This design comes from an exercise in tuning for a short achievable clock period and few clock cycles on the open sky130 flow, not from production work.
No functional check of the RTL was part of this run.
No activity file was given, so power comes from the tool's default toggle rates.

==> flow/design.v <==
module johnny_core (
    input  wire        clk,
    input  wire        rst,         
    input  wire        cmd_valid,
    input  wire [2:0]  cmd_op,
    input  wire [7:0]  cmd_addr,
    input  wire [4:0]  cmd_data,
    output wire        cmd_ready,
    input  wire        stop,        
    output reg  [9:0]  ab,
    output reg  [14:0] db,
    output reg  [14:0] acc,
    output reg  [9:0]  pc,
    output reg  [14:0] ir,
    output reg  [7:0]  mc,
    output reg         halted,
    output reg  [1:0]  fault,
    output reg         mem_req,
    output reg         mem_we,
    output reg  [9:0]  mem_addr,
    output reg  [14:0] mem_wdata,
    input  wire        mem_ack,
    input  wire [14:0] mem_rdata
);
    localparam CMD_MICRO    = 3'd0;
    localparam CMD_MACRO    = 3'd1;
    localparam CMD_RUN      = 3'd2;
    localparam CMD_MANUAL   = 3'd3;
    localparam CMD_MCWRITE  = 3'd4;
    localparam CMD_RESET    = 3'd5;
    localparam CMD_MCRESET  = 3'd6;
    localparam F_NONE    = 2'd0;
    localparam F_HALT    = 2'd1;
    localparam F_INVALID = 2'd2;
    localparam F_FETCH   = 2'd3;
    localparam S_IDLE  = 2'd0;
    localparam S_FAST  = 2'd1;
    localparam S_GEN   = 2'd2;
    localparam S_DRAIN = 2'd3;
    localparam M_MICRO  = 2'd0;
    localparam M_MACRO  = 2'd1;
    localparam M_RUN    = 2'd2;
    localparam M_MANUAL = 2'd3;
    localparam [14:0] MAX_WORD = 15'd19999;
    localparam [9:0]  MAX_ADDR = 10'd999;
    localparam [7:0]  MAX_MC   = 8'd199;
    localparam N  = 16;
    localparam NI = 12;       
    localparam QN = 4;
    localparam [49:0] MC_B0  = {5'd0, 5'd0, 5'd0, 5'd0, 5'd0, 5'd0, 5'd5, 5'd3, 5'd2, 5'd8};  
    localparam [49:0] MC_B1  = {5'd0, 5'd0, 5'd0, 5'd0, 5'd0, 5'd7, 5'd9, 5'd18, 5'd2, 5'd4};  
    localparam [49:0] MC_B2  = {5'd0, 5'd0, 5'd0, 5'd0, 5'd0, 5'd7, 5'd9, 5'd13, 5'd2, 5'd4};  
    localparam [49:0] MC_B3  = {5'd0, 5'd0, 5'd0, 5'd0, 5'd0, 5'd7, 5'd9, 5'd14, 5'd2, 5'd4};  
    localparam [49:0] MC_B4  = {5'd0, 5'd0, 5'd0, 5'd0, 5'd0, 5'd7, 5'd9, 5'd1, 5'd15, 5'd4};  
    localparam [49:0] MC_B5  = {5'd0, 5'd0, 5'd0, 5'd0, 5'd0, 5'd0, 5'd0, 5'd0, 5'd7, 5'd11};  
    localparam [49:0] MC_B6  = {5'd0, 5'd0, 5'd0, 5'd0, 5'd7, 5'd9, 5'd10, 5'd18, 5'd2, 5'd4};  
    localparam [49:0] MC_B7  = {5'd0, 5'd0, 5'd7, 5'd9, 5'd1, 5'd15, 5'd16, 5'd18, 5'd2, 5'd4};  
    localparam [49:0] MC_B8  = {5'd0, 5'd0, 5'd7, 5'd9, 5'd1, 5'd15, 5'd17, 5'd18, 5'd2, 5'd4};  
    localparam [49:0] MC_B9  = {5'd0, 5'd0, 5'd0, 5'd0, 5'd7, 5'd9, 5'd1, 5'd15, 5'd12, 5'd4};  
    localparam [49:0] MC_B10 = {5'd0, 5'd0, 5'd0, 5'd0, 5'd0, 5'd0, 5'd0, 5'd0, 5'd0, 5'd19};  
    localparam [999:0] REF_MC = {450'd0, MC_B10, MC_B9, MC_B8, MC_B7, MC_B6,
                                 MC_B5, MC_B4, MC_B3, MC_B2, MC_B1, MC_B0};
    function [15:0] decode;
        input [14:0] w;
        integer k;
        reg [33:0] t;
        reg [5:0]  o;
        reg [9:0]  r;
        reg [9:0]  c;
        begin
            for (k = 0; k <= 32; k = k + 1)
                t[k] = ({1'b0, w} >= k * 1000);
            t[33] = 1'b0;
            o = 6'd0;
            r = 10'd0;
            for (k = 0; k <= 32; k = k + 1) begin
                c = (k * 1000) % 1024;
                if (t[k] && !t[k+1]) begin
                    o = o | k[5:0];
                    r = r | (w[9:0] - c);
                end
            end
            decode = {o, r};
        end
    endfunction
    localparam K_OP0 = 0;     
    localparam K_GEN = 11;    
    localparam [11:0] K_NEEDD = 12'b0001_1100_1110;   
    localparam [11:0] K_WR    = 12'b0011_1001_0000;   
    function [11:0] classify;
        input [5:0]  o;
        input [10:0] pr;
        integer k;
        begin
            classify = 12'd0;
            classify[K_OP0] = (o == 6'd0);
            for (k = 1; k <= 10; k = k + 1)
                classify[k] = (o == k) && pr[k];
            classify[K_GEN] = !(|classify[10:0]);
        end
    endfunction
    function [9:0] addsat;
        input [9:0] a;
        input [2:0] k;
        reg [10:0] s;
        begin
            s = {1'b0, a} + {8'd0, k};
            addsat = (s > 11'd999) ? MAX_ADDR : s[9:0];
        end
    endfunction
    reg [999:0] ucode;
    wire [10:0] pristine_c;
    assign pristine_c[0]  = ucode[0   +: 20] == REF_MC[0   +: 20];
    assign pristine_c[1]  = ucode[50  +: 25] == REF_MC[50  +: 25];
    assign pristine_c[2]  = ucode[100 +: 25] == REF_MC[100 +: 25];
    assign pristine_c[3]  = ucode[150 +: 25] == REF_MC[150 +: 25];
    assign pristine_c[4]  = ucode[200 +: 25] == REF_MC[200 +: 25];
    assign pristine_c[5]  = ucode[250 +: 10] == REF_MC[250 +: 10];
    assign pristine_c[6]  = ucode[300 +: 30] == REF_MC[300 +: 30];
    assign pristine_c[7]  = ucode[350 +: 40] == REF_MC[350 +: 40];
    assign pristine_c[8]  = ucode[400 +: 40] == REF_MC[400 +: 40];
    assign pristine_c[9]  = ucode[450 +: 30] == REF_MC[450 +: 30];
    assign pristine_c[10] = ucode[500 +: 5]  == REF_MC[500 +: 5];
    reg  [10:0] pristine;
    reg [1:0] state;
    reg [1:0] mode;
    reg [4:0] man_id;
    reg       stop_pend;
    assign cmd_ready = (state == S_IDLE);
    wire accept   = cmd_valid && cmd_ready;
    wire stopping = stop_pend || stop;
    reg [5:0] ir_opcode;
    reg [9:0] ir_operand;
    reg [N-1:0]    c_v;       
    reg [N-1:0]    c_dv;      
    reg [10*N-1:0] c_tag;
    reg [15*N-1:0] c_w;
    reg [6*N-1:0]  c_op;
    reg [10*N-1:0] c_opd;
    reg [12*N-1:0] c_cls;
    reg [NI-1:0]   c_ptr_i;
    reg [N-NI-1:0] c_ptr_d;
    reg            rd_code;   
    reg [N-1:0]  pd_oh;       
    reg [14:0]   pd_w;
    wire [15:0]  pd_dec = decode(pd_w);
    wire [11:0]  pd_cls = classify(pd_dec[15:10], pristine);
    function [N-1:0] cam;
        input [9:0]      a;
        input [N-1:0]    v;
        input [10*N-1:0] tags;
        integer i;
        begin
            for (i = 0; i < N; i = i + 1)
                cam[i] = v[i] && (tags[i*10 +: 10] == a);
        end
    endfunction
    function [14:0] sel15;
        input [N-1:0]    h;
        input [15*N-1:0] d;
        integer i;
        begin
            sel15 = 15'd0;
            for (i = 0; i < N; i = i + 1)
                sel15 = sel15 | (d[i*15 +: 15] & {15{h[i]}});
        end
    endfunction
    function [9:0] sel10;
        input [N-1:0]    h;
        input [10*N-1:0] d;
        integer i;
        begin
            sel10 = 10'd0;
            for (i = 0; i < N; i = i + 1)
                sel10 = sel10 | (d[i*10 +: 10] & {10{h[i]}});
        end
    endfunction
    function [11:0] sel12;
        input [N-1:0]    h;
        input [12*N-1:0] d;
        integer i;
        begin
            sel12 = 12'd0;
            for (i = 0; i < N; i = i + 1)
                sel12 = sel12 | (d[i*12 +: 12] & {12{h[i]}});
        end
    endfunction
    function [5:0] sel6;
        input [N-1:0]   h;
        input [6*N-1:0] d;
        integer i;
        begin
            sel6 = 6'd0;
            for (i = 0; i < N; i = i + 1)
                sel6 = sel6 | (d[i*6 +: 6] & {6{h[i]}});
        end
    endfunction
    reg [10*QN-1:0] q_addr;
    reg [15*QN-1:0] q_data;
    reg [1:0]       q_head;
    reg [1:0]       q_tail;
    reg [2:0]       q_cnt;
    wire q_full  = (q_cnt == QN);
    wire q_empty = (q_cnt == 3'd0);
    reg        ifq_v;
    reg [14:0] ifq_w;
    reg [5:0]  ifq_op;
    reg [9:0]  ifq_opd;
    reg [11:0] ifq_cls;
    reg [14:0] ifq_d;      
    reg        ifq_dv;
    wire [9:0]  pc_inc  = (pc == MAX_ADDR) ? MAX_ADDR : pc + 10'd1;
    wire [9:0]  pc_inc2 = (pc == 10'd998 || pc == MAX_ADDR) ? MAX_ADDR : pc + 10'd2;
    wire [7:0]  mc_inc  = (mc == MAX_MC) ? MAX_MC : mc + 8'd1;
    wire        mem_fill_now = mem_req && mem_ack && !mem_we;
    wire [N-1:0] h_op   = cam(ifq_opd, c_v, c_tag);
    wire         d_hit  = ifq_dv;
    wire [14:0]  d_w    = ifq_d;
    wire f_isop0 = ifq_cls[0];
    wire f_take  = ifq_cls[1];
    wire f_add   = ifq_cls[2];
    wire f_sub   = ifq_cls[3];
    wire f_save  = ifq_cls[4];
    wire f_jmp   = ifq_cls[5];
    wire f_tst   = ifq_cls[6];
    wire f_inc   = ifq_cls[7];
    wire f_dec   = ifq_cls[8];
    wire f_null  = ifq_cls[9];
    wire f_hlt   = ifq_cls[10];
    wire f_gen   = ifq_cls[11];
    wire f_whole = |ifq_cls[9:1];
    wire f_needd = |(ifq_cls & K_NEEDD);
    wire f_wr    = |(ifq_cls & K_WR);
    wire f_stall = (f_needd && !d_hit) || (f_wr && (q_full || mem_fill_now));
    wire f_go    = (state == S_FAST) && ifq_v && !f_stall;
    wire [15:0] f_sum  = {1'b0, acc} + {1'b0, d_w};
    wire [15:0] f_dif  = {1'b0, acc} - {1'b0, d_w};
    wire [14:0] f_addv = (f_sum > {1'b0, MAX_WORD}) ? MAX_WORD : f_sum[14:0];
    wire [14:0] f_subv = f_dif[15] ? 15'd0 : f_dif[14:0];
    wire [14:0] f_incv = (d_w == MAX_WORD) ? MAX_WORD : d_w + 15'd1;
    wire [14:0] f_decv = (d_w == 15'd0) ? 15'd0 : d_w - 15'd1;
    wire        d_zero = (d_w == 15'd0);
    reg [14:0] f_acc;
    reg [14:0] f_db;
    reg [9:0]  f_pc;
    always @(*) begin
        f_acc = acc;
        f_db  = ifq_w;
        f_pc  = pc_inc;
        if (f_take | f_tst) begin f_acc = d_w;    f_db = d_w;    end
        if (f_add)          begin f_acc = f_addv; f_db = d_w;    end
        if (f_sub)          begin f_acc = f_subv; f_db = d_w;    end
        if (f_save)         begin                 f_db = acc;    end
        if (f_inc)          begin f_acc = f_incv; f_db = f_incv; end
        if (f_dec)          begin f_acc = f_decv; f_db = f_decv; end
        if (f_null)         begin f_acc = 15'd0;  f_db = 15'd0;  end
        if (f_jmp)  f_pc = ifq_opd;
        if (f_tst && d_zero) f_pc = pc_inc2;
    end
    wire f_end = f_isop0 || f_hlt || (mode == M_MACRO) || stopping;
    wire [9:0]   fb   = pc_inc2;
    wire [N-1:0] h_pc = cam(pc, c_v, c_tag);
    wire [N-1:0] h_a1 = cam(pc_inc, c_v, c_tag);
    wire [N-1:0] h_fb = cam(fb, c_v, c_tag);
    wire         use_b = ifq_v && f_tst && d_zero;
    wire [N-1:0] h_x   = !ifq_v ? h_pc : f_jmp ? h_op : h_a1;
    wire [9:0]   x_addr = !ifq_v ? pc : f_jmp ? ifq_opd : pc_inc;
    wire         x_pd  = |(h_x & pd_oh);
    wire         b_pd  = |(h_fb & pd_oh);
    wire         x_ok  = |(h_x & (c_dv | pd_oh)) && !(f_wr && ifq_v && (ifq_opd == x_addr));
    wire         b_ok  = |(h_fb & (c_dv | pd_oh)) && !(f_wr && ifq_v && (ifq_opd == fb));
    wire [14:0]  x_w   = sel15(h_x, c_w);
    wire [14:0]  b_w   = sel15(h_fb, c_w);
    wire [5:0]   x_op  = x_pd ? pd_dec[15:10] : sel6(h_x, c_op);
    wire [5:0]   b_op  = b_pd ? pd_dec[15:10] : sel6(h_fb, c_op);
    wire [9:0]   x_opd = x_pd ? pd_dec[9:0]   : sel10(h_x, c_opd);
    wire [9:0]   b_opd = b_pd ? pd_dec[9:0]   : sel10(h_fb, c_opd);
    wire [11:0]  x_cls = x_pd ? pd_cls        : sel12(h_x, c_cls);
    wire [11:0]  b_cls = b_pd ? pd_cls        : sel12(h_fb, c_cls);
    wire [9:0]   x_opdc = sel10(h_x, c_opd);
    wire [9:0]   b_opdc = sel10(h_fb, c_opd);
    wire [N-1:0] h_xd   = cam(x_opdc, c_v, c_tag);
    wire [N-1:0] h_bd   = cam(b_opdc, c_v, c_tag);
    reg  [14:0]  x_d;
    reg          x_dv;
    reg  [14:0]  b_d;
    reg          b_dv;
    always @(*) begin
        x_d  = sel15(h_xd, c_w);
        x_dv = !x_pd && (|h_xd);
        if (f_go && f_wr && ifq_opd == x_opdc) begin
            x_d  = f_db;
            x_dv = !x_pd;
        end else if (rd_fill && mem_addr == x_opdc) begin
            x_d  = mem_rdata;
            x_dv = !x_pd;
        end
        b_d  = sel15(h_bd, c_w);
        b_dv = !b_pd && (|h_bd);
        if (f_go && f_wr && ifq_opd == b_opdc) begin
            b_d  = f_db;
            b_dv = !b_pd;
        end else if (rd_fill && mem_addr == b_opdc) begin
            b_d  = mem_rdata;
            b_dv = !b_pd;
        end
    end
    wire         if_ok  = use_b ? b_ok  : x_ok;
    wire [14:0]  if_w   = use_b ? b_w   : x_w;
    wire [5:0]   if_op  = use_b ? b_op  : x_op;
    wire [9:0]   if_opd = use_b ? b_opd : x_opd;
    wire [11:0]  if_cls = use_b ? b_cls : x_cls;
    wire [14:0]  if_d   = use_b ? b_d   : x_d;
    wire         if_dv  = use_b ? b_dv  : x_dv;
    reg  [4:0] gid_q;
    reg        gid_v;
    reg  [255:0] mc_oh;
    wire [255:0] mc_oh_inc = mc_oh[199] ? mc_oh : {mc_oh[254:0], mc_oh[255]};
    reg  [4:0] slot_cur;
    reg  [4:0] slot_nxt;
    integer si;
    always @(*) begin
        slot_cur = 5'd0;
        slot_nxt = 5'd0;
        for (si = 0; si < 200; si = si + 1) begin
            slot_cur = slot_cur | (ucode[si*5 +: 5] & {5{mc_oh[si]}});
            slot_nxt = slot_nxt | (ucode[((si < 199) ? si + 1 : 199)*5 +: 5] & {5{mc_oh[si]}});
        end
    end
    wire [7:0]   mc_gen    = ifq_op * 8'd10;
    wire [255:0] mc_gen_oh = {255'd0, 1'b1} << mc_gen;
    reg  [4:0]   slot_gen;
    integer gi;
    always @(*) begin
        slot_gen = 5'd0;
        for (gi = 0; gi < 20; gi = gi + 1)
            slot_gen = slot_gen | (ucode[gi*50 +: 5] & {5{ifq_op == gi}});
    end
    wire [4:0] id       = (mode == M_MANUAL) ? man_id : gid_q;
    wire       id_ok    = (mode == M_MANUAL) || gid_v;
    wire [15:0] db_dec    = decode(db);
    wire [15:0] acc_plus  = {1'b0, acc} + {1'b0, db};
    wire [15:0] acc_minus = {1'b0, acc} - {1'b0, db};
    wire [14:0] acc_add   = (acc_plus > {1'b0, MAX_WORD}) ? MAX_WORD : acc_plus[14:0];
    wire [14:0] acc_sub   = acc_minus[15] ? 15'd0 : acc_minus[14:0];
    wire [14:0] acc_inc   = (acc == MAX_WORD) ? MAX_WORD : acc + 15'd1;
    wire [14:0] acc_dec   = (acc == 15'd0) ? 15'd0 : acc - 15'd1;
    wire id_invalid  = (id == 5'd6) || (id > 5'd19);
    wire id_zero     = (id == 5'd0);
    wire fetch_fault = (id == 5'd5) && (ir_opcode == 6'd0);
    wire id_inc      = !(id == 5'd0 || id == 5'd5 || id == 5'd7 || id == 5'd19);
    wire [N-1:0] h_ab  = cam(ab, c_v, c_tag);
    wire         ab_hit = |h_ab;
    wire [14:0]  ab_w   = sel15(h_ab, c_w);
    reg [9:0]  n_ab;
    reg [14:0] n_db;
    reg [14:0] n_acc;
    reg [9:0]  n_pc;
    reg [14:0] n_ir;
    reg [7:0]  n_mc;
    reg        n_halted;
    reg [1:0]  n_fault;
    reg        g_rd;       
    reg        g_wr;       
    reg        g_irw;      
    reg        g_mc_inc;   
    reg        g_mc_op;    
    reg        g_mc_zero;  
    always @(*) begin
        n_ab     = ab;
        n_db     = db;
        n_acc    = acc;
        n_pc     = pc;
        n_ir     = ir;
        n_mc     = mc;
        n_halted = halted;
        n_fault  = fault;
        g_rd     = 1'b0;
        g_wr     = 1'b0;
        g_irw    = 1'b0;
        g_mc_inc = 1'b0;
        g_mc_op  = 1'b0;
        g_mc_zero = 1'b0;
        if (mode != M_MANUAL && halted) begin
        end else if (id_invalid || (id_zero && mode != M_MANUAL)) begin
            n_halted = 1'b1;
            n_fault  = F_INVALID;
        end else if (id_zero) begin
        end else if (fetch_fault) begin
            n_halted = 1'b1;
            n_fault  = F_FETCH;
        end else begin
            case (id)
                5'd1:  g_wr  = 1'b1;
                5'd2:  begin g_rd = 1'b1; n_db = ab_w; end
                5'd3:  begin g_irw = 1'b1; n_ir = db; end
                5'd4:  n_ab  = ir_operand;
                5'd5:  begin n_mc = ir_opcode * 8'd10; g_mc_op = 1'b1; end
                5'd7:  begin n_mc = 8'd0; g_mc_zero = 1'b1; end
                5'd8:  n_ab  = pc;
                5'd9:  n_pc  = pc_inc;
                5'd10: if (acc == 15'd0) n_pc = pc_inc;
                5'd11: n_pc  = ir_operand;
                5'd12: n_acc = 15'd0;
                5'd13: n_acc = acc_add;
                5'd14: n_acc = acc_sub;
                5'd15: n_db  = acc;
                5'd16: n_acc = acc_inc;
                5'd17: n_acc = acc_dec;
                5'd18: n_acc = db;
                5'd19: begin
                    n_halted = 1'b1;
                    n_fault  = F_HALT;
                end
                default: ;
            endcase
            if (id_inc && mode != M_MANUAL) begin
                n_mc = mc_inc;
                g_mc_inc = 1'b1;
            end
        end
    end
    wire [7:0]   ir_mc    = ir_opcode * 8'd10;
    wire [255:0] ir_mc_oh = {255'd0, 1'b1} << ir_mc;
    wire g_stall = (g_rd && !ab_hit) || (g_wr && (q_full || mem_fill_now));
    wire g_go    = (state == S_GEN) && id_ok && !g_stall;
    function step_is_last;
        input [1:0] m;
        input [7:0] new_mc;
        input       new_halted;
        input       stopping_;
        begin
            case (m)
                M_MACRO: step_is_last = (new_mc == 8'd0) || new_halted;
                M_RUN:   step_is_last = new_halted || ((new_mc == 8'd0) && stopping_);
                default: step_is_last = 1'b1;
            endcase
        end
    endfunction
    wire g_last = step_is_last(mode, n_mc, n_halted, stopping);
    reg          cw_en;
    reg [9:0]    cw_addr;
    reg [14:0]   cw_data;
    reg [N-1:0]  cw_hit;
    reg          rd_stale;    
    wire         rd_fill = mem_fill_now && !rd_stale;
    wire [N-1:0] h_fill  = cam(mem_addr, c_v, c_tag);
    always @(*) begin
        cw_en   = 1'b0;
        cw_addr = ifq_opd;
        cw_data = f_db;
        cw_hit  = h_op;
        if (f_go && f_wr) begin
            cw_en = 1'b1;
        end else if (g_go && g_wr) begin
            cw_en   = 1'b1;
            cw_addr = ab;
            cw_data = db;
            cw_hit  = h_ab;
        end else if (rd_fill) begin
            cw_en   = 1'b1;
            cw_addr = mem_addr;
            cw_data = mem_rdata;
            cw_hit  = h_fill;
        end
    end
    wire         cw_code = !(f_go && f_wr) && !(g_go && g_wr) && rd_code;
    wire [N-1:0] c_ptr   = cw_code ? {{(N-NI){1'b0}}, c_ptr_i} : {c_ptr_d, {NI{1'b0}}};
    wire [N-1:0] cw_we  = {N{cw_en}} & ((|cw_hit) ? cw_hit : c_ptr);
    wire         q_push = (f_go && f_wr) || (g_go && g_wr);
    wire f_done = f_go && !f_gen && f_end;
    wire g_done = g_go && g_last;
    wire done   = f_done || g_done;
    reg       rd_need;
    reg [9:0] rd_addr;
    always @(*) begin
        rd_need = 1'b0;
        rd_addr = pc;
        if (state == S_FAST) begin
            if (ifq_v) begin
                rd_need = f_needd && !ifq_dv && !(|h_op);
                rd_addr = ifq_opd;
            end else begin
                rd_need = !(|h_pc);
                rd_addr = pc;
            end
        end else if (state == S_GEN) begin
            rd_need = g_rd && !ab_hit;
            rd_addr = ab;
        end
    end
    function q_has;
        input [9:0]       a;
        input [10*QN-1:0] qa;
        input [1:0]       head;
        input [2:0]       cnt;
        integer j;
        reg [1:0] k;
        begin
            q_has = 1'b0;
            for (j = 0; j < QN; j = j + 1) begin
                k = head + j[1:0];
                if (j < cnt && qa[k*10 +: 10] == a)
                    q_has = 1'b1;
            end
        end
    endfunction
    reg        pf_v;
    reg        pf_urg;    
    reg [9:0]  pf_addr;
    wire       bus_free = !mem_req || mem_ack;
    wire       rd_fl    = mem_req && !mem_we;
    wire [9:0] r_addr   = rd_need ? rd_addr : pf_addr;
    wire       ok_d     = !q_has(rd_addr, q_addr, q_head, q_cnt) &&
                          !(q_push && cw_addr == rd_addr) &&
                          !(rd_fl && mem_addr == rd_addr);
    wire       ok_p     = !q_has(pf_addr, q_addr, q_head, q_cnt) &&
                          !(q_push && cw_addr == pf_addr) &&
                          !(rd_fl && mem_addr == pf_addr);
    wire       r_ok     = (rd_need ? ok_d : ok_p) &&
                          (state == S_FAST || state == S_GEN);
    wire       issue_rd = bus_free && r_ok &&
                          (rd_need || (pf_v && (q_empty || pf_urg)));
    wire       issue_wr = bus_free && !issue_rd && !q_empty;
    wire [9:0] a1 = addsat(pc, 3'd1);
    wire [9:0] a2 = addsat(pc, 3'd2);
    wire [9:0] a3 = addsat(pc, 3'd3);
    wire [9:0] a4 = addsat(pc, 3'd4);
    wire [9:0] a5 = addsat(pc, 3'd5);
    wire iss_d = issue_rd && rd_need;
    wire iss_p = issue_rd && !rd_need;
    function pending;
        input [9:0] a;
        input       fl;
        input [9:0] fl_a;
        input       isd;
        input [9:0] d_a;
        input       isp;
        input [9:0] p_a;
        begin
            pending = (fl && fl_a == a) || (isd && d_a == a) || (isp && p_a == a);
        end
    endfunction
    wire m1 = !(|cam(a1, c_v, c_tag)) && !pending(a1, rd_fl, mem_addr, iss_d, rd_addr, iss_p, pf_addr);
    wire m2 = !(|cam(a2, c_v, c_tag)) && !pending(a2, rd_fl, mem_addr, iss_d, rd_addr, iss_p, pf_addr);
    wire m3 = !(|cam(a3, c_v, c_tag)) && !pending(a3, rd_fl, mem_addr, iss_d, rd_addr, iss_p, pf_addr);
    wire m4 = !(|cam(a4, c_v, c_tag)) && !pending(a4, rd_fl, mem_addr, iss_d, rd_addr, iss_p, pf_addr);
    wire m5 = !(|cam(a5, c_v, c_tag)) && !pending(a5, rd_fl, mem_addr, iss_d, rd_addr, iss_p, pf_addr);
    wire mj = !(|h_op) && !pending(ifq_opd, rd_fl, mem_addr, iss_d, rd_addr, iss_p, pf_addr);
    wire pf_on = (mode == M_RUN) && !stopping &&
                 (state == S_GEN || (state == S_FAST && !(ifq_v && !f_whole)));
    wire jmp_next = (state == S_FAST) && ifq_v && f_jmp;
    integer i;
    always @(posedge clk) begin
        if (rst) begin
            ab         <= 10'd0;
            db         <= 15'd0;
            acc        <= 15'd0;
            pc         <= 10'd0;
            ir         <= 15'd0;
            ir_opcode  <= 6'd0;
            ir_operand <= 10'd0;
            mc         <= 8'd0;
            mc_oh      <= {255'd0, 1'b1};
            halted     <= 1'b0;
            fault      <= F_NONE;
            ucode      <= REF_MC;
            pristine   <= {11{1'b1}};
            state      <= S_IDLE;
            mode       <= M_MICRO;
            man_id     <= 5'd0;
            stop_pend  <= 1'b0;
            mem_req    <= 1'b0;
            mem_we     <= 1'b0;
            mem_addr   <= 10'd0;
            mem_wdata  <= 15'd0;
            rd_stale   <= 1'b0;
            c_v        <= {N{1'b0}};
            c_dv       <= {N{1'b0}};
            c_ptr_i    <= {{(NI-1){1'b0}}, 1'b1};
            c_ptr_d    <= {{(N-NI-1){1'b0}}, 1'b1};
            rd_code    <= 1'b0;
            pd_oh      <= {N{1'b0}};
            ifq_v      <= 1'b0;
            gid_v      <= 1'b0;
            pf_v       <= 1'b0;
            q_head     <= 2'd0;
            q_tail     <= 2'd0;
            q_cnt      <= 3'd0;
        end else begin
            pristine <= pristine_c;
            for (i = 0; i < N; i = i + 1) begin
                if (cw_we[i]) begin
                    c_v[i]            <= 1'b1;
                    c_dv[i]           <= 1'b0;
                    c_tag[i*10 +: 10] <= cw_addr;
                    c_w[i*15 +: 15]   <= cw_data;
                end else if (pd_oh[i]) begin
                    c_op[i*6 +: 6]    <= pd_dec[15:10];
                    c_opd[i*10 +: 10] <= pd_dec[9:0];
                    c_cls[i*12 +: 12] <= pd_cls;
                    c_dv[i]           <= 1'b1;
                end
            end
            pd_oh <= cw_we;
            pd_w  <= cw_data;
            if (cw_en && !(|cw_hit))
                if (cw_code)
                    c_ptr_i <= {c_ptr_i[NI-2:0], c_ptr_i[NI-1]};
                else
                    c_ptr_d <= {c_ptr_d[N-NI-2:0], c_ptr_d[N-NI-1]};
            if (q_push) begin
                q_addr[q_tail*10 +: 10] <= cw_addr;
                q_data[q_tail*15 +: 15] <= cw_data;
                q_tail <= q_tail + 2'd1;
            end
            if (mem_req && mem_ack) begin
                mem_req <= 1'b0;
                mem_we  <= 1'b0;
            end
            if (cw_en && rd_fl && cw_addr == mem_addr)
                rd_stale <= 1'b1;
            if (issue_wr) begin
                mem_req   <= 1'b1;
                mem_we    <= 1'b1;
                mem_addr  <= q_addr[q_head*10 +: 10];
                mem_wdata <= q_data[q_head*15 +: 15];
                q_head    <= q_head + 2'd1;
            end else if (issue_rd) begin
                mem_req   <= 1'b1;
                mem_we    <= 1'b0;
                mem_addr  <= r_addr;
                rd_stale  <= 1'b0;
                rd_code   <= rd_need ? (state == S_FAST && !ifq_v) : 1'b1;
            end
            q_cnt <= q_cnt + (q_push ? 3'd1 : 3'd0) - (issue_wr ? 3'd1 : 3'd0);
            pf_v    <= pf_on && (jmp_next ? mj : (m1 || m2 || m3 || m4 || m5));
            pf_urg  <= jmp_next || m1;
            pf_addr <= jmp_next ? ifq_opd :
                       m1 ? a1 : m2 ? a2 : m3 ? a3 : m4 ? a4 : a5;
            case (state)
                S_IDLE: begin
                    stop_pend <= 1'b0;
                    ifq_v     <= 1'b0;
                    gid_q     <= slot_cur;
                    gid_v     <= 1'b1;
                    if (accept) begin
                        c_v   <= {N{1'b0}};
                        pd_oh <= {N{1'b0}};
                        case (cmd_op)
                            CMD_MICRO: begin
                                mode  <= M_MICRO;
                                state <= S_GEN;
                            end
                            CMD_MACRO: begin
                                mode  <= M_MACRO;
                                state <= (!halted && mc == 8'd0 && pristine_c[0]) ? S_FAST : S_GEN;
                            end
                            CMD_RUN: begin
                                mode  <= M_RUN;
                                state <= (!halted && mc == 8'd0 && pristine_c[0]) ? S_FAST : S_GEN;
                            end
                            CMD_MANUAL: begin
                                mode   <= M_MANUAL;
                                man_id <= cmd_data;
                                state  <= S_GEN;
                            end
                            CMD_MCWRITE: begin
                                if (cmd_addr <= MAX_MC && cmd_data != 5'd6 && cmd_data <= 5'd19)
                                    ucode[cmd_addr*5 +: 5] <= cmd_data;
                            end
                            CMD_RESET: begin
                                ab         <= 10'd0;
                                db         <= 15'd0;
                                acc        <= 15'd0;
                                pc         <= 10'd0;
                                ir         <= 15'd0;
                                ir_opcode  <= 6'd0;
                                ir_operand <= 10'd0;
                                mc         <= 8'd0;
                                mc_oh      <= {255'd0, 1'b1};
                                halted     <= 1'b0;
                                fault      <= F_NONE;
                            end
                            CMD_MCRESET: begin
                                ucode <= REF_MC;
                            end
                            default: ;
                        endcase
                    end
                end
                S_FAST: begin
                    if (stop && mode == M_RUN)
                        stop_pend <= 1'b1;
                    if (!ifq_v) begin
                        if (if_ok) begin
                            ifq_v   <= 1'b1;
                            ifq_w   <= if_w;
                            ifq_op  <= if_op;
                            ifq_opd <= if_opd;
                            ifq_cls <= if_cls;
                            ifq_d   <= if_d;
                            ifq_dv  <= if_dv;
                        end
                    end else if (!f_go) begin
                        if (!ifq_dv) begin
                            if (rd_fill && mem_addr == ifq_opd) begin
                                ifq_d  <= mem_rdata;
                                ifq_dv <= 1'b1;
                            end else if (|h_op) begin
                                ifq_d  <= sel15(h_op, c_w);
                                ifq_dv <= 1'b1;
                            end
                        end
                    end else begin
                        ab         <= (f_jmp || !f_whole) ? pc : ifq_opd;
                        db         <= f_db;
                        ir         <= ifq_w;
                        ir_opcode  <= ifq_op;
                        ir_operand <= ifq_opd;
                        if (f_isop0) begin
                            mc     <= 8'd3;
                            mc_oh  <= {255'd0, 1'b1} << 3;
                            halted <= 1'b1;
                            fault  <= F_FETCH;
                        end else if (f_hlt) begin
                            mc     <= 8'd100;
                            mc_oh  <= {255'd0, 1'b1} << 100;
                            halted <= 1'b1;
                            fault  <= F_HALT;
                        end else if (f_gen) begin
                            mc     <= mc_gen;
                            mc_oh  <= mc_gen_oh;
                            gid_q  <= slot_gen;
                            gid_v  <= 1'b1;
                        end else begin
                            acc <= f_acc;
                            pc  <= f_pc;
                            mc  <= 8'd0;
                            mc_oh <= {255'd0, 1'b1};
                        end
                        ifq_v   <= if_ok && f_whole && !f_end;
                        ifq_w   <= if_w;
                        ifq_op  <= if_op;
                        ifq_opd <= if_opd;
                        ifq_cls <= if_cls;
                        ifq_d   <= if_d;
                        ifq_dv  <= if_dv;
                        if (f_gen)
                            state <= S_GEN;
                        else if (f_end)
                            state <= (!f_wr && q_empty && !mem_req && !pf_v) ? S_IDLE : S_DRAIN;
                    end
                end
                S_GEN: begin
                    if (stop && mode == M_RUN)
                        stop_pend <= 1'b1;
                    if (!id_ok) begin
                        gid_q <= slot_cur;
                        gid_v <= 1'b1;
                    end
                    if (g_go) begin
                        gid_q  <= slot_nxt;
                        gid_v  <= id_inc && (mode != M_MANUAL);
                        ab     <= n_ab;
                        db     <= n_db;
                        acc    <= n_acc;
                        pc     <= n_pc;
                        ir     <= n_ir;
                        if (g_irw) begin
                            ir_opcode  <= db_dec[15:10];
                            ir_operand <= db_dec[9:0];
                        end
                        mc     <= n_mc;
                        if (g_mc_inc)
                            mc_oh <= mc_oh_inc;
                        else if (g_mc_op)
                            mc_oh <= ir_mc_oh;
                        else if (g_mc_zero)
                            mc_oh <= {255'd0, 1'b1};
                        halted <= n_halted;
                        fault  <= n_fault;
                        if (g_last)
                            state <= (!g_wr && q_empty && !mem_req && !pf_v) ? S_IDLE : S_DRAIN;
                        else if (mode == M_RUN && n_mc == 8'd0 && pristine[0])
                            state <= S_FAST;
                    end
                end
                S_DRAIN: begin
                    if (q_empty && (!mem_req || mem_ack))
                        state <= S_IDLE;
                end
            endcase
        end
    end
endmodule
==> flow/run.sh <==
#!/bin/bash
# synth_recipe.tcl (not shown) runs the flow's synth.tcl, then flattens the netlist and writes it again
# the make line also repeats each setting of config.mk as NAME=value (left out here)
make -C /OpenROAD-flow-scripts/flow DESIGN_CONFIG=/design/flow/config.mk WORK_HOME=/design/flow/orfs CLKGATE_MAP_FILE= SYNTH_SCRIPT=/design/flow/synth_recipe.tcl finish
==> flow/config.mk <==
export PLATFORM = sky130hd
export DESIGN_NAME = johnny_core
export DESIGN_NICKNAME = johnny_core
export VERILOG_FILES = /design/flow/design.v
export SDC_FILE = /design/flow/constraint.sdc
export NUM_CORES = 4
export LEC_CHECK = 0
export ABC_CLOCK_PERIOD_IN_PS = 3500
export CAP_MARGIN = 20
export CORE_MARGIN = 2
export CORE_UTILIZATION = 30
export SETUP_SLACK_MARGIN = 4.5
export SLEW_MARGIN = 20
==> flow/constraint.sdc <==
create_clock -name core_clock -period 9.0 [get_ports {clk}]
set_input_delay 1.8000 -clock core_clock [delete_from_list [all_inputs] [get_ports {clk}]]
set_output_delay 1.8000 -clock core_clock [all_outputs]
set_load 0.01 [all_outputs]
==> flow_summary.toml <==
[placed_design]
dp_cells = 27100
dp_slack_ps = 1190
numPortBuffers = 139
dpl.hpwl_mm = 1490
finalWeightedCongestion = 1.34

[global_route]
grt_max_degree = 128
grt_usage_pct = 68.8
grt_overflow = 4

[synth]
synth_area_per_cell_um2 = 8.62
yosysWarnings = 1
yosysSeqAreaShare_pct = 35.8
yosysTopAreaCellShare_pct = 18.4
syn_inst = 19600
async_flop_share_pct = 0
syn_area_um2 = 169000
synth-edff-count = 1038
syn_nets = 19800
ys_types = 128
netlist_top_cells_area = "edfxtp_1, dfxtp_1, xnor2_1"
synth_top_cell_by_area = "edfxtp_1"
synth_top_flop_cell = "dfxtp_1"
synth.ff_latch_count = 2510

[status]
status = "aborted with a tool error"
tool.error = "[ERROR GRT-0232] Routing congestion too high. Check the congestion heatmap in the GUI."
lastStage = "global routing"

[clock_network]
cts_buffers = 327
cts_root_buf = "clkbuf_16"
htree_levels = 5
ctsHoldBuffers = 0
cts_sinks = 2510
clockBufferDepth = 4

[floorplanning]
die_y_um = 755
pin_count = 140
num_rows = 275
start_util_pct = 30.1
die_w_um = 755
## kinds of logic after synthesis
logic type / after synthesis / synth area share [%]
xor+xnor: 2436 / 12.7
buf+inv: 2185 / 5.31
simple gates: 6137 / 18.0
compound gates: 5958 / 25.1
fa+ha+maj: 173 / 1.31
mux: 228 / 1.76
flops: 2510 / 35.8
## synth_stat cells, types with 43 or more instances
library cell and number:
nor3_1 382, a22o_1 728, a21oi_1 834, nand2_1 2146
and2_1 92, and3_1 92, nor2b_1 75, a222oi_1 264
edfxtp_1 1038, or3_1 117, nor3b_1 55, o2111ai_1 58
xnor2_1 1731, o211ai_1 116, a31oi_1 109, a32oi_1 43
a21o_1 47, o22ai_1 160, or2_2 67, a221o_1 80
nand2b_1 84, a221oi_1 470, mux2i_1 145, nor2_1 895
ha_1 166, a22oi_1 1068, o221ai_1 119, buf_2 232
xor2_1 684, mux4_2 53, a2111oi_0 68, nand3_1 760
nand4_1 716, nor4_1 338, nor4b_1 43, a211oi_1 102
clkbuf_1 1289, buf_4 74, dfxtp_1 1472, buf_1 215
inv_1 301, o21ai_0 1279
## through the flow
step                      instance area (um2)  power (mW)
after CTS                              221000        37.5
after global placement                 188000        22.3
after detailed placement               189000        22.4
after floorplan                        170000        17.8
## metal layers
layer | GRT overflow | GRT usage, %
met1 | 4 | 75.2
met2 | 0 | 75.8
met5 | 0 | 47.2
met3 | 0 | 61.2
met4 | 0 | 54.0
## worst max-delay path by stage
| stage | startpoint | slack, ps | to | depth (start not counted) |
|---|---|---|---|---|
| 2_1_floorplan | mem_ack | 3390 | q_cnt[1] | 20 |
| 3_3_place_gp | c_tag[1] | 780 | ifq_d[4] | 16 |
| 3_5_place_dp | mem_ack | 1190 | c_w[43] | 14 |
| 4_1_cts | pc[2] | 3230 | ifq_d[6] | 26 |
## what timing repair did
action,4_1_cts
pin swaps,357
resized for setup,2003
buffers inserted,989
endpoints found under the setup margin,3229
cloned,113
## power by group through the flow
stage | clock [mW] | combinational, mW | sequential (mW)
2_1_floorplan | 0 | 5.13 | 12.7
3_3_place_gp | 0 | 9.40 | 12.9
3_5_place_dp | 0 | 9.43 | 12.9
4_1_cts | 14.4 | 10.4 | 12.7
